From an optimization exercise on the open Yosys and OpenROAD flow, aimed at small area and a short achievable clock period; shortcuts taken in it are not production practice. The RTL was checked by simulation tests, not by an equivalence proof against the original design. Power figures rest on the tool's default switching activity, not on a simulated workload.

==> flow/design.v (excerpt) <==
module xfold_engine (
    input             clk,
    input             rst,
    input             cmd_valid,
    input      [31:0] cmd,
    input             sink_ready,
    output            resp_valid,
    output            resp_ill,
    output     [31:0] resp,
    output            txo_valid,
    output     [7:0]  txo_data,
    output            txo_final
);
Settings: LEC_CHECK=0, CAP_MARGIN=20, CORE_MARGIN=2, CORE_UTILIZATION=40, CTS_BUF_LIST=sky130_fd_sc_hd__clkbuf_8, SETUP_SLACK_MARGIN=4, SLEW_MARGIN=20, SYNTH_HIERARCHICAL=1, TNS_END_PERCENT=0; clock period 10.0 ns.
run.sh (not shown) runs the stock make flow with config.mk's settings and CLKGATE_MAP_FILE= SYNTH_SCRIPT=/design/flow/synth_recipe.tcl, a recipe that flattens the netlist after the stock synthesis.
The first run finished clean.
Change:
CTS_BUF_LIST = default   (was sky130_fd_sc_hd__clkbuf_8)
- The changed run ran to the end with no violations
- clock power is higher by 21%
- hold slack loses 0.0032 ns
- wire length is lower by 1.0%
- final area is higher by 1.2%
- critical path depth is higher by 1
- non-clock buffer count is higher by 3
- clock-buffer cell count is lower by 59

---

the reference run:
Another version of the RTL of xfold_engine (not shown whole).
For scale: ~4,600 cells after synthesis, about 1,100 flip-flops, roughly 80 I/O pins, roughly 0.049 mm^2 of cells after synthesis.
==> flow/config.mk <==
export PLATFORM = sky130hd
export DESIGN_NAME = xfold_engine
export DESIGN_NICKNAME = xfold_engine
export VERILOG_FILES = /design/flow/design.v
export SDC_FILE = /design/flow/constraint.sdc
export NUM_CORES = 4
export LEC_CHECK = 0
export CAP_MARGIN = 20
export CORE_MARGIN = 2
export CORE_UTILIZATION = 40
export CTS_BUF_LIST = sky130_fd_sc_hd__clkbuf_8
export CTS_CLUSTER_DIAMETER = 60
export CTS_CLUSTER_SIZE = 16
export SETUP_SLACK_MARGIN = 4
export SLEW_MARGIN = 20
export SYNTH_HIERARCHICAL = 1
export TNS_END_PERCENT = 0
==> flow/constraint.sdc <==
create_clock -name core_clock -period 10.0 [get_ports {clk}]
set_input_delay 2.0000 -clock core_clock [delete_from_list [all_inputs] [get_ports {clk}]]
set_output_delay 2.0000 -clock core_clock [all_outputs]
set_load 0.01 [all_outputs]
standard.sh (not shown) runs the stock make flow with config.mk's settings and CLKGATE_MAP_FILE= SYNTH_SCRIPT=/design/flow/synth_recipe.tcl, a recipe that flattens the netlist after the stock synthesis.
==> flow/flow/run.sh <==
#!/bin/bash
# The standard layout, with two changes to how it is made:
#  - the port buffers that placement inserts are sky130_fd_sc_hd__buf_4 cells
#    (every input and output port still gets its own buffer), and
#  - timing repair may swap a cell for one with a different footprint.
# Synthesis is the standard one, run unchanged.
set -euo pipefail
bash standard.sh synth > synth.log 2>&1
bash standard.sh BUFFER_PORTS_ARGS="-buffer_cell sky130_fd_sc_hd__buf_4" MATCH_CELL_FOOTPRINT=0 finish > layout.log 2>&1
The reference run: done, clean on timing, DRC and antenna
Changes in the trial run relative to the reference run:
# the reference run
export LEC_CHECK = 0
export CAP_MARGIN = 20
export CORE_MARGIN = 2
export CORE_UTILIZATION = 40
export CTS_BUF_LIST = sky130_fd_sc_hd__clkbuf_8
export CTS_CLUSTER_DIAMETER = 60
export CTS_CLUSTER_SIZE = 16
export SETUP_SLACK_MARGIN = 4
export SLEW_MARGIN = 20
export SYNTH_HIERARCHICAL = 1
export TNS_END_PERCENT = 0
create_clock -name core_clock -period 10.0 [get_ports {clk}]
# the trial run
export LEC_CHECK = 0
export CAP_MARGIN = 20
export CORE_MARGIN = 2
export CORE_UTILIZATION = 40
export SETUP_SLACK_MARGIN = 5
export SLEW_MARGIN = 20
export SYNTH_HIERARCHICAL = 1
export TNS_END_PERCENT = 0
create_clock -name core_clock -period 10.0 [get_ports {clk}]
## What came out
The trial run was carried through to the last stage, and its layout satisfied the timing, DRC and antenna checks.
When the trial run is set beside the reference run, its global-route wire length before repair turns out to be 0.89% larger.
In the tables for the trial run and the reference run, area added between synthesis and finish reads lower with the reference run.
Register share of the cell area in the trial run is 1.1 points lower than in the reference run
The logic gate share of total power reported for the trial run is smaller than that of the reference run by 0.5 points.
Between the trial run and the reference run, it is the trial run whose share of the clock period used by the worst path is higher, by 1.5 points.
The reference run → the trial run: final wirelength rose 2.8 mm, area of combinational cells with multiple inputs about even.
Going from the reference run to the trial run, the register-to-register setup slack was found to have gone up by 0.52 ns.
Summary of the trial run over the reference run: final non-filler cell area increased by about 2.3% relative to the old numbers, portion of total power attributed to the clock network increased by 9.2 points relative to the old numbers.

---

Starting RTL as in the previous note.
export LEC_CHECK = 0
export CAP_MARGIN = 20
export CORE_MARGIN = 2
export CORE_UTILIZATION = 55
export CTS_BUF_LIST = sky130_fd_sc_hd__clkbuf_8
export CTS_CLUSTER_DIAMETER = 50
export CTS_CLUSTER_SIZE = 12
export SETUP_SLACK_MARGIN = 4
export SLEW_MARGIN = 20
export SYNTH_HIERARCHICAL = 1
export TNS_END_PERCENT = 0
create_clock -name core_clock -period 10.0 [get_ports {clk}]
Scripts as last shown in full above: flow/flow/run.sh
The baseline completed with no timing, DRC or antenna violations.
Rerun with:
- CORE_UTILIZATION: 55 -> 50
=>
- clock-buffer cell count rises by 6
- fmax goes up by 0.33%
- global-route usage fell by 2.2 points
- sequential share of layout area stays flat
- wire length went up by 3.2%
- total power is about the same
- register-to-register slack gets better by 340 ps
- synthesized area stays the same
- core utilization shrinks by 6.1 points
Rerun with:
- CORE_UTILIZATION: 50 -> 40
Synthesized area does not change; power decreases by 0.96%; register-to-register slack is worse by 510 ps; via count increases by 0.54%; wire length increases by 1.7%; first-iteration DRC count decreases by 17%; hold slack is about the same; setup slack is worse by 35 ps.
Rerun with:
- CTS_BUF_LIST: sky130_fd_sc_hd__clkbuf_8 -> not set
- CTS_CLUSTER_DIAMETER: 50 -> not set
- CTS_CLUSTER_SIZE: 12 -> not set
After rerunning: Synthesized area stays the same. Clock-buffer cell count grows by 11. First-iteration DRC count grows by 6.0%. Utilization grows by 1.4 points. Non-clock buffer count grows by 14. Via count hardly moves. Wire length grows by 0.68%. Total power grows by 14%. Combinational power grows by about 2%. Setup slack improved by 27 ps. Worst hold slack stays flat.

---

Setup of run A:
xfold_engine, a different RTL version from the one above (not shown whole).
Size: about 4700 cells after synthesis, ~1100 flip-flops, about 80 I/O pins, roughly 51000 um2 of cells after synthesis.
clock: 10.0 ns
lec_check: 0
cap_margin: 20
core_margin: 2
core_utilization: 40
setup_slack_margin: 4
slew_margin: 20
synth_hierarchical: 1
tns_end_percent: 0
run.sh (not shown) runs the stock make flow with config.mk's settings and CLKGATE_MAP_FILE= SYNTH_SCRIPT=/design/flow/synth_recipe.tcl, a recipe that flattens the netlist after the stock synthesis.
Stock flow here: none of the scripts above is used.
Run A | stages: all done | timing, DRC, antenna: all pass
diff inputs: run A => run B
- swapping 40 for 55 in CORE_UTILIZATION
- clearing TNS_END_PERCENT, which used to be 0
==> notes.md <==
Run B | stages: all done | timing, DRC, antenna: all pass
Against run A, run B comes in 2.64 ns lower on required time reported for the critical path endpoint.
Run B reports a higher maximum clock rate than run A does.
On via count, run A beats run B.
Diff run A -> run B: number of non-filler instances in the completed layout fell 417; count of cells along the worst hold path -1; number of rows in the core area -about 15%.
--- input diff run B..run C ---
- a change of CORE_UTILIZATION from 55 to 40
## What came out
- Sort run C and run B by total power, ascending, and run B comes first.
- In the reports for run C and run B, the larger worst setup slack after placement belongs to run B.
- Comparing final setup slack of the worst path for run C and run B, the bigger number came from run C.
- Per the comparison of run C with run B, met1 track demand over resource in global routing moved down, delay of the slowest cell on the worst path level.
- Area of the die in run C is about 37% above run B.

---

== old ==
Another version of the RTL of xfold_engine (not shown whole).
Size: ~4,700 cells after synthesis, roughly 80 I/O pins.
==> flow/config.mk <==
export PLATFORM = sky130hd
export DESIGN_NAME = xfold_engine
export DESIGN_NICKNAME = xfold_engine
export VERILOG_FILES = /design/flow/design.v
export SDC_FILE = /design/flow/constraint.sdc
export NUM_CORES = 4
export LEC_CHECK = 0
export CAP_MARGIN = 20
export CORE_MARGIN = 2
export CORE_UTILIZATION = 40
export SETUP_SLACK_MARGIN = 4
export SLEW_MARGIN = 20
export SYNTH_HIERARCHICAL = 1
export TNS_END_PERCENT = 0
==> flow/constraint.sdc <==
create_clock -name core_clock -period 10.0 [get_ports {clk}]
set_input_delay 2.0000 -clock core_clock [delete_from_list [all_inputs] [get_ports {clk}]]
set_output_delay 2.0000 -clock core_clock [all_outputs]
set_load 0.01 [all_outputs]
standard.sh (not shown) runs the stock make flow with config.mk's settings and CLKGATE_MAP_FILE= SYNTH_SCRIPT=/design/flow/synth_recipe.tcl, a recipe that flattens the netlist after the stock synthesis.
Scripts as last shown in full above: flow/flow/run.sh
Changes in new relative to old:
- setting CTS_BUF_LIST to sky130_fd_sc_hd__clkbuf_8 for the first time
==> flow/run.sh (new file) <==
#!/bin/bash
# synth_recipe.tcl (not shown) runs the flow's synth.tcl, then flattens the netlist and writes it again
# the make line also repeats each setting of config.mk as NAME=value (left out here)
make -C /OpenROAD-flow-scripts/flow DESIGN_CONFIG=/design/flow/config.mk WORK_HOME=/design/flow/orfs CLKGATE_MAP_FILE= SYNTH_SCRIPT=/design/flow/synth_recipe.tcl finish
removed: flow/flow/run.sh
removed: flow/standard.sh
[summary]
Diff old -> new: number of I/O pins closely matched the old numbers; sequential portion of the cell area increased by 0.35 points relative to the old numbers; vias after detailed routing decreased by 208 relative to the old numbers.
Looking at type of the worst setup path, the in -> reg result is from new; the in -> out one comes from old.
Final total power (new over old): decrease, 5.7%
Setup WNS old -> new: worse

---

xfold_engine, a different RTL version from the one above (not shown whole).
Size in the first run: roughly 4600 cells after synthesis, ~1100 flip-flops, about 80 I/O pins, ~0.050 mm² of cells after synthesis.
==> flow/design.v (excerpt) <==
module xfold_engine (
    input             clk,
    input             rst,
    input             cmd_valid,
    input      [31:0] cmd,
    input             sink_ready,
    output            resp_valid,
    output            resp_ill,
    output     [31:0] resp,
    output            txo_valid,
    output     [7:0]  txo_data,
    output            txo_final
);
==> flow/config.mk <==
export PLATFORM = sky130hd
export DESIGN_NAME = xfold_engine
export DESIGN_NICKNAME = xfold_engine
export VERILOG_FILES = /design/flow/design.v
export SDC_FILE = /design/flow/constraint.sdc
export NUM_CORES = 4
export LEC_CHECK = 0
export CAP_MARGIN = 20
export CORE_MARGIN = 2
export CORE_UTILIZATION = 40
export CTS_BUF_LIST = sky130_fd_sc_hd__clkbuf_8
export CTS_CLUSTER_DIAMETER = 50
export CTS_CLUSTER_SIZE = 12
export SETUP_SLACK_MARGIN = 4
export SLEW_MARGIN = 20
export SYNTH_HIERARCHICAL = 1
export TNS_END_PERCENT = 0
==> flow/constraint.sdc <==
create_clock -name core_clock -period 10.0 [get_ports {clk}]
set_input_delay 2.0000 -clock core_clock [delete_from_list [all_inputs] [get_ports {clk}]]
set_output_delay 2.0000 -clock core_clock [all_outputs]
set_load 0.01 [all_outputs]
==> flow/flow/run.sh <==
#!/bin/bash
# The standard layout, with two changes to how it is made:
#  - the port buffers that placement inserts are sky130_fd_sc_hd__buf_4 cells
#    (every input and output port still gets its own buffer), and
#  - timing repair may swap a cell for one with a different footprint.
# Synthesis is the standard one, run unchanged.
set -euo pipefail
bash standard.sh synth > synth.log 2>&1
bash standard.sh BUFFER_PORTS_ARGS="-buffer_cell sky130_fd_sc_hd__buf_4" MATCH_CELL_FOOTPRINT=0 finish > layout.log 2>&1
The first run completed without violations.
Edit:
Settings changed: CORE_UTILIZATION 40 to 50.
=> Synthesized cell count does not change. Die area falls by 20%. Routed wire length rises by 2.1%. Via count rises by 1.2%. Sequential share of layout area falls by 0.20 points. Synthesized area stays the same. First-iteration DRC count is about the same. Total power rises by 1.2%. Fmax rises by 1.2%. Utilization rises by 12 points. Worst setup slack is better by 0.079 ns.

-- port drivers added, routing unchanged --
How much do the figures lean on ideal ports? The routed layouts below were timed once more, with nothing changed but the port constraints.
Step 1: set_driving_cell puts a clkbuf_16 on clk and a buf_2 on each other input, an assumption about the parent block.
Step 2 also shifts input and output timing later by t, the mid clock arrival at the registers, as if the neighbouring blocks saw the same clock.
Slacks: ideal ports / drivers / drivers and shift; pairs: ideal ports / drivers.
| run | t (ns) | slack for setup (ns) | hold slack, ns | worst setup path after step 2 | worst slew at a driven data input, ns |
|---|---|---|---|---|---|
| the first run of note 1 | 0.976 | 3.347 / 3.301 / 2.498 | 0.481 / 0.481 / 0.481 | input to register | 0.30 |
| the second run of note 1 | 0.825 | 3.437 / 3.353 / 2.639 | 0.478 / 0.478 / 0.478 | input to register | 0.22 |
| the reference run | 0.896 | 3.398 / 3.369 / 2.673 | 0.490 / 0.490 / 0.490 | input to register | 0.08 |
| the trial run | 0.831 | 3.252 / 3.030 / 2.725 | 0.483 / 0.483 / 0.483 | input to register | 0.29 |
| the first run of note 3 | 0.929 | 3.467 / 3.428 / 2.557 | 0.489 / 0.489 / 0.489 | input to register | 0.08 |
| the second run of note 3 | 0.901 | 3.489 / 3.306 / 2.698 | 0.485 / 0.485 / 0.485 | input to register | 0.21 |
| the third run of note 3 | 0.965 | 3.454 / 3.416 / 2.654 | 0.487 / 0.487 / 0.487 | input to register | 0.07 |
| the fourth run of note 3 | 0.830 | 3.481 / 3.395 / 2.717 | 0.486 / 0.486 / 0.486 | input to register | 0.08 |
| run A | 0.857 | 2.917 / 2.803 / 1.946 | 0.486 / 0.486 / 0.486 | input to register | 0.19 |
| run B | 0.843 | 2.962 / 2.674 / 2.674 | 0.489 / 0.489 / 0.489 | input to output | 0.44 |
| run C | 0.847 | 3.083 / 2.816 / 2.039 | 0.477 / 0.477 / 0.477 | input to register | 0.32 |
| old | 0.817 | 3.410 / 3.145 / 2.525 | 0.483 / 0.483 / 0.483 | input to register | 0.39 |
| new | 0.982 | 3.256 / 3.248 / 2.289 | 0.484 / 0.484 / 0.484 | input to register | 0.06 |
| the first run of note 6 | 0.935 | 3.312 / 3.161 / 2.797 | 0.486 / 0.486 / 0.486 | input to register | 0.29 |
| the second run of note 6 | 0.918 | 3.391 / 3.287 / 3.063 | 0.485 / 0.485 / 0.485 | input to register | 0.31 |
After both steps setup and hold are still met in every run listed. For run C, which loses most, drivers alone change the setup slack by -0.267 ns; drivers and shift together by -1.044 ns.
